Source: an optimization exercise on an open RTL-to-GDS flow (aim: small area and a short achievable clock period). Production flows keep margins and buffers that such runs may drop.
The RTL of this run was laid out without a check of its function.

$ cat flow/design.v
module zc_exponent #(
    parameter W = 32
) (
    input  wire [W-1:0]       bits,
    output wire signed [31:0] exp_out
);
    localparam M    = (W == 32) ? 23 : 52;
    localparam EW   = W - 1 - M;
    localparam BIAS = (1 << (EW - 1)) - 1;
    wire [W-2:0]  mag    = bits[W-2:0];
    wire [W-2:0]  infpat = {{EW{1'b1}}, {M{1'b0}}};
    wire [EW-1:0] raw    = mag[W-2:M];
    wire sentinel = (mag == 0) || (mag >= infpat);
    assign exp_out = sentinel ? 32'sd0 : ($signed({{(32-EW){1'b0}}, raw}) - BIAS);
endmodule
module zc_l2t (
    input  wire [7:0] idx,
    output reg  [2:0] val
);
    always @* begin
        casez (idx)
            8'b1???????: val = 3'd7;
            8'b01??????: val = 3'd6;
            8'b001?????: val = 3'd5;
            8'b0001????: val = 3'd4;
            8'b00001???: val = 3'd3;
            8'b000001??: val = 3'd2;
            8'b0000001?: val = 3'd1;
            default:     val = 3'd0;
        endcase
    end
endmodule
module zc_log2_32 (
    input  wire [31:0]        x,
    output wire signed [31:0] y
);
    reg  [7:0]  byte_sel;
    reg  [31:0] offset;
    wire [2:0]  tval;
    always @* begin
        if (x[31:16] != 0) begin
            if (x[31:24] != 0) begin
                byte_sel = x[31:24];
                offset   = 32'd24;
            end else begin
                byte_sel = x[23:16];
                offset   = 32'd16;
            end
        end else begin
            if (x[15:8] != 0) begin
                byte_sel = x[15:8];
                offset   = 32'd8;
            end else begin
                byte_sel = x[7:0];
                offset   = 32'd0;
            end
        end
    end
    zc_l2t u_l2t (.idx(byte_sel), .val(tval));
    assign y = $signed(offset + {29'd0, tval});
endmodule
module zc_log2_64 (
    input  wire [63:0]        x,
    output wire signed [31:0] y
);
    wire        hi_nz = (x[63:32] != 0);
    wire [31:0] half  = hi_nz ? x[63:32] : x[31:0];
    wire signed [31:0] y32;
    zc_log2_32 u_l32 (.x(half), .y(y32));
    assign y = hi_nz ? (y32 + 32'sd32) : y32;
endmodule
module zc_xormsb #(
    parameter W = 32
) (
    input  wire [W-1:0]       p,
    input  wire [W-1:0]       q,
    output reg  signed [31:0] y
);
    localparam M  = (W == 32) ? 23 : 52;
    localparam EW = W - 1 - M;
    wire [W-2:0] pm     = p[W-2:0];
    wire [W-2:0] qm     = q[W-2:0];
    wire [W-2:0] infpat = {{EW{1'b1}}, {M{1'b0}}};
    wire same_mag = (pm <= infpat) && (qm <= infpat) && (pm == qm);
    wire signed [31:0] pe, qe;
    zc_exponent #(.W(W)) u_pe (.bits(p), .exp_out(pe));
    zc_exponent #(.W(W)) u_qe (.bits(q), .exp_out(qe));
    wire [W-1:0] sigx = {{(W-M){1'b0}}, p[M-1:0] ^ q[M-1:0]};
    wire signed [31:0] lg;
    generate
        if (W == 32) begin : g_l32
            zc_log2_32 u_lg (.x(sigx), .y(lg));
        end else begin : g_l64
            zc_log2_64 u_lg (.x(sigx), .y(lg));
        end
    endgenerate
    always @* begin
        if (same_mag)
            y = 32'sh80000000;
        else if (pe != qe)
            y = (pe > qe) ? pe : qe;
        else if (sigx != 0)
            y = pe + lg - M;
        else
            y = pe;
    end
endmodule
module zc_fcmp #(
    parameter W = 32
) (
    input  wire [W-1:0] a,
    input  wire [W-1:0] b,
    output reg          lt,
    output wire         a_neg,
    output wire         b_neg
);
    localparam M  = (W == 32) ? 23 : 52;
    localparam EW = W - 1 - M;
    wire [W-2:0] am     = a[W-2:0];
    wire [W-2:0] bm     = b[W-2:0];
    wire [W-2:0] infpat = {{EW{1'b1}}, {M{1'b0}}};
    wire         a_nan  = am > infpat;
    wire         b_nan  = bm > infpat;
    wire         as     = a[W-1];
    wire         bs     = b[W-1];
    always @* begin
        if (a_nan || b_nan)
            lt = 1'b0;
        else if (am == 0 && bm == 0)
            lt = 1'b0;
        else if (as != bs)
            lt = as;
        else if (!as)
            lt = am < bm;
        else
            lt = am > bm;
    end
    assign a_neg = !a_nan && as && (am != 0);
    assign b_neg = !b_nan && bs && (bm != 0);
endmodule
module zc_less #(
    parameter W = 32,
    parameter D = 4
) (
    input  wire [D*64-1:0] p,
    input  wire [D*64-1:0] q,
    output reg             less
);
    wire [D-1:0]    lt;
    wire [D-1:0]    pneg;
    wire [D-1:0]    qneg;
    wire [D*32-1:0] xm;
    genvar g;
    generate
        for (g = 0; g < D; g = g + 1) begin : g_axis
            zc_fcmp #(.W(W)) u_cmp (
                .a    (p[g*64 +: W]),
                .b    (q[g*64 +: W]),
                .lt   (lt[g]),
                .a_neg(pneg[g]),
                .b_neg(qneg[g])
            );
            zc_xormsb #(.W(W)) u_xm (
                .p(p[g*64 +: W]),
                .q(q[g*64 +: W]),
                .y(xm[g*32 +: 32])
            );
        end
    endgenerate
    integer i;
    reg               decided;
    reg signed [31:0] x;
    reg signed [31:0] yi;
    reg [31:0]        k;
    always @* begin
        decided = 1'b0;
        yi      = 32'sd0;
        less    = 1'b0;
        x       = 32'sh80000000;
        k       = D - 1;
        for (i = D - 1; i >= 0; i = i - 1) begin
            if (!decided) begin
                if (pneg[i] != qneg[i]) begin
                    decided = 1'b1;
                    less    = lt[i];
                end else begin
                    yi = $signed(xm[i*32 +: 32]);
                    if (i == D - 1 || yi > x) begin
                        x = yi;
                        k = i;
                    end
                end
            end
        end
        if (!decided)
            less = lt[k];
    end
endmodule
module zorder_core #(
    parameter D = 4
) (
    input  wire            clk,
    input  wire [3:0]      cmd,
    input  wire [63:0]     a,
    input  wire [63:0]     b,
    input  wire [D*64-1:0] p,
    input  wire [D*64-1:0] q,
    output reg  [63:0]     res
);
    wire signed [31:0] exp_s, lg_s, xm_s;
    wire               less_s;
    zc_exponent #(.W(32)) u_exp_s (.bits(a[31:0]), .exp_out(exp_s));
    zc_log2_32            u_lg_s  (.x(a[31:0]), .y(lg_s));
    zc_xormsb   #(.W(32)) u_xm_s  (.p(a[31:0]), .q(b[31:0]), .y(xm_s));
    zc_less #(.W(32), .D(D)) u_less_s (.p(p), .q(q), .less(less_s));
    wire signed [31:0] exp_d, lg_d, xm_d;
    wire               less_d;
    zc_exponent #(.W(64)) u_exp_d (.bits(a), .exp_out(exp_d));
    zc_log2_64            u_lg_d  (.x(a), .y(lg_d));
    zc_xormsb   #(.W(64)) u_xm_d  (.p(a), .q(b), .y(xm_d));
    zc_less #(.W(64), .D(D)) u_less_d (.p(p), .q(q), .less(less_d));
    reg [63:0] result;
    always @* begin
        case (cmd)
            4'h0:    result = {32'd0, a[31:0]};
            4'h1:    result = {{32{exp_s[31]}}, exp_s};
            4'h2:    result = {41'd0, a[22:0]};
            4'h3:    result = {{32{lg_s[31]}}, lg_s};
            4'h4:    result = {{32{xm_s[31]}}, xm_s};
            4'h5:    result = {63'd0, less_s};
            4'h8:    result = a;
            4'h9:    result = {{32{exp_d[31]}}, exp_d};
            4'hA:    result = {12'd0, a[51:0]};
            4'hB:    result = {{32{lg_d[31]}}, lg_d};
            4'hC:    result = {{32{xm_d[31]}}, xm_d};
            4'hD:    result = {63'd0, less_d};
            default: result = 64'd0;    
        endcase
    end
    always @(posedge clk)
        res <= result;
endmodule
$ cat flow/run.sh
#!/bin/bash
# synth_recipe.tcl (not shown) runs the flow's synth.tcl, then flattens the netlist and writes it again
# the make line also repeats each setting of config.mk as NAME=value (left out here)
make -C /OpenROAD-flow-scripts/flow DESIGN_CONFIG=/design/flow/config.mk WORK_HOME=/design/flow/orfs CLKGATE_MAP_FILE= SYNTH_SCRIPT=/design/flow/synth_recipe.tcl finish
$ cat flow/config.mk
export PLATFORM = sky130hd
export DESIGN_NAME = zorder_core
export DESIGN_NICKNAME = zorder_core
export VERILOG_FILES = /design/flow/design.v
export SDC_FILE = /design/flow/constraint.sdc
export NUM_CORES = 4
export LEC_CHECK = 0
export CAP_MARGIN = 20
export CORE_MARGIN = 2
export CORE_UTILIZATION = 35
export SLEW_MARGIN = 20
$ cat flow/constraint.sdc
create_clock -name core_clock -period 16.0 [get_ports {clk}]
set_input_delay 3.2000 -clock core_clock [delete_from_list [all_inputs] [get_ports {clk}]]
set_output_delay 3.2000 -clock core_clock [all_outputs]
set_load 0.01 [all_outputs]
==> summary.txt <==
[cell type report]
cell class,instances,area (um2)
antenna,15,37.5
sequential,64,1280
clock buffer,10,239
timing repair buffer,864,8280
fill,10400,53600
multi-input combinational,4437,31100
inverter,590,2220
clock inverter,5,33.8
tap,1287,1610
[cells in the final DEF, fill, tap and decap left out, types with 20 or more instances in the layout]
master / n
a211o_1: 20
a211oi_1: 104
a21boi_0: 37
a21o_1: 106
a21oi_1: 403
a31oi_1: 36
and2_1: 57
and3_1: 69
and4_1: 33
buf_4: 153
clkdlybuf4s50_1: 707
dfxtp_1: 64
fa_1: 20
ha_1: 675
inv_1: 584
mux2i_1: 44
nand2_1: 545
nand2b_1: 47
nand3_1: 214
nand4_1: 128
nor2_1: 396
nor2b_1: 64
nor3_1: 117
nor4_1: 149
o211ai_1: 65
o21a_1: 52
o21ai_0: 327
o21bai_1: 25
or2_2: 33
or3_1: 37
or4_1: 27
xnor2_1: 163
xor2_1: 105
[logic make-up after synthesis]
kind of cell	after synthesis	synth area share (%)
DFF	64	3.69
and+or+nand+nor	1997	28.7
muxes	63	1.88
adders and majority gates	696	25.5
buffers and inverters	712	7.71
xor gates and xnor gates	269	6.78
AOI/OAI and AO/OA	1412	25.7
[critical path: cells and delay by family]
| kind | cells | cell delay (ns) |
|---|---|---|
| AO/OA/AOI/OAI | 25 | 4.87 |
| adder cells (fa/ha/maj) | 8 | 2.24 |
| AND/OR/NAND/NOR | 21 | 2.96 |
| buffers and inverters | 14 | 2.31 |
[layer usage]
metal | global-route usage, % | vias up | part of all wire (%)
met5 | 0 | - | 0.085
met4 | 9.80 | 16 | 3.8
met3 | 2.98 | 269 | 5.2
met2 | 48.7 | 1320 | 49
met1 | 33.7 | 19400 | 42
li1 | - | 20500 | -
[through the flow]
step	hold slack, ns	cell area [um2]	util [%]	instances
after CTS	3.53	44500	45.2	7250
final	3.55	44800	45.5	7272
after detailed placement	3.91	44200	44.9	7233
after floorplan	3.31	34800	-	5213
after global routing	3.60	44800	45.5	7269
after global placement	3.91	44200	44.9	7233
[power groups by stage]
stage	clock network [mW]	logic, mW	registers (mW)
detailed placement	0	1.54	0.180
global route	0.200	1.76	0.178
CTS	0.194	1.56	0.177
floorplan	0	0.922	0.187
global placement	0	1.52	0.180
finish	0.188	1.59	0.177
[timing repair]
| action | 4_1_cts | 5_1_grt |
|---|---|---|
| setup endpoints to repair | 1 | 1 |
| pin swaps | 0 | 20 |
| setup buffers | 2 | 6 |
| resized for setup | 2 | 64 |
[final timing paths]
kind  slack [ns]  depth (start not counted)       to   start
max         0.66                         68   res[0]  q[165]
min         3.55                          2  res[19]   a[19]
==> results_dict.tcl <==
set metrics [dict create \
    hp-class "in2reg" \
    cp_slowest_stage_delay_ns 0.53 \
    yosysSeqAreaShare_pct 3.69 \
    dp_hpwl_mm 128 \
    ctsHoldBuffers 0 \
    htreeDepth 3 \
    critPathMostFrequentCell "buf_4" \
    ir_drop_mv 0.0491 \
    synth_edf_count 0 \
    ys_seq_elements 64 \
    row_count 115 \
    crit_path_start_kind "input port" \
    place.gp.congestion 0.992 \
    dr.pass1.iters 6 \
    cts_buffer_depth 2 \
    cp_max_fo 12 \
    fin_crit_ns 15.34 \
    end_kind "flip-flop" \
    p_switching_mw 0.957 \
    worst_pin_slew_ns 1.10 \
    drv_slew 0 \
    place.port_buffers 707 \
    yosys_warnings 9 \
    switching_share_pct 49.1 \
    drv_cap 0 \
    fmax_mhz 65.2 \
    drc 0 \
    drt-total-wl_mm 146 \
    root_buffer "clkbuf_16" \
    core_mm2 0.0984 \
    grt_max_degree 35 \
    slew_headroom_pct 25.8 \
    initial_core_util_pct 35.3 \
    gr-total-overflow 0 \
    synth_nets 6554 \
    final_hold_viol_count 0 \
    final_nets 7307 \
    worstSetupPathType "in2reg" \
    place_ws_ns -0.596 \
    syn_area_mm2 0.0348 \
    numCtsBuffers 9 \
    grt_pass1_vias 40100 \
    seq_power_share_pct 9.1 \
    status "finished clean" \
    synth.most_common_cell "ha_1" \
    largest-register "res" \
    area_growth_pct 28.9 \
    slowest_stage "clkdlybuf4s50_1" \
    synth-main-ff-cell "dfxtp_1" \
    synth_area_leaders "ha_1, inv_1, a21oi_1, nand2_1, o21ai_0" \
    antenna_found_initial 23 \
    cellPowerDensity_mw_per_mm2 43.5 \
    postRouteAntennaNets 0 \
    drive_gt1_share_pct 5.11 \
    postSynthAreaPerCell_um2 6.67 \
    finalWorstSetupSlack_ns 0.661 \
    cts.clk_slew.worst_paths_ns 0.06 \
    io_pins 709 \
    worst-endpoint-required_ns 16.23 \
    cts.sinks 64 \
    synth_top_area_share_pct 24.3 \
    setup_violations 0 \
    drt-initial-drc-count 3107 \
    routedWlPerCell_um 20.1 \
    comb_power_share_pct 81.3 \
    synthTopCellsByCount "ha_1, inv_1, nand2_1, a21oi_1, nor2_1" \
    cts_tree "yes" \
    fin_crit_sh_pct 95.9 \
    clock_power_share_pct 9.6 \
    die_area_mm2 0.102 \
    reg.largest.list "res (64)" \
    yosysUniqueCellTypes 93 \
    grt_first_pass_wirelength_mm 225 \
    power.leakage_nw 20.3 \
    setup-tns-final_ns 0 \
    die_y_um 319 \
    vias 41500 \
    synth_area_leader_cell "ha_1" \
    async_flop_share_pct 0 \
    viasPerCell 5.71 \
    cp.arrival_ns 15.57 \
    grt_usage_pct 27.3 \
    total_power_mw 1.95 \
    largest_reg_flops 64 \
    fp.dieW_um 319 \
    netlist_instances 5213 \
    p_int_mw 0.994 \
]

[re-timing with driven ports]
Ports are ideal in the flow. The routed layout listed here was re-timed in OpenROAD. Step 1 sets driving cells, clkbuf_16 on the clock port and buf_2 on the other inputs (assumed; they add their load-dependent delay and slew). Step 2 times the ports against the registers' clock, not the clock port: input delays grow and output delays shrink by t, the midpoint of the rising clock arrivals with the driver on. Three values: no drivers, after step 1, after step 2; two values: the first two.
t, ns: 0.394
setup slack, ns: 0.661 / 0.650 / 0.256
latest minus earliest clock arrival (ns): 0.011 / 0.011
After both steps this run still meets setup and hold. The setup slack of this run moves by -0.011 ns with the drivers and by -0.405 ns with both steps.
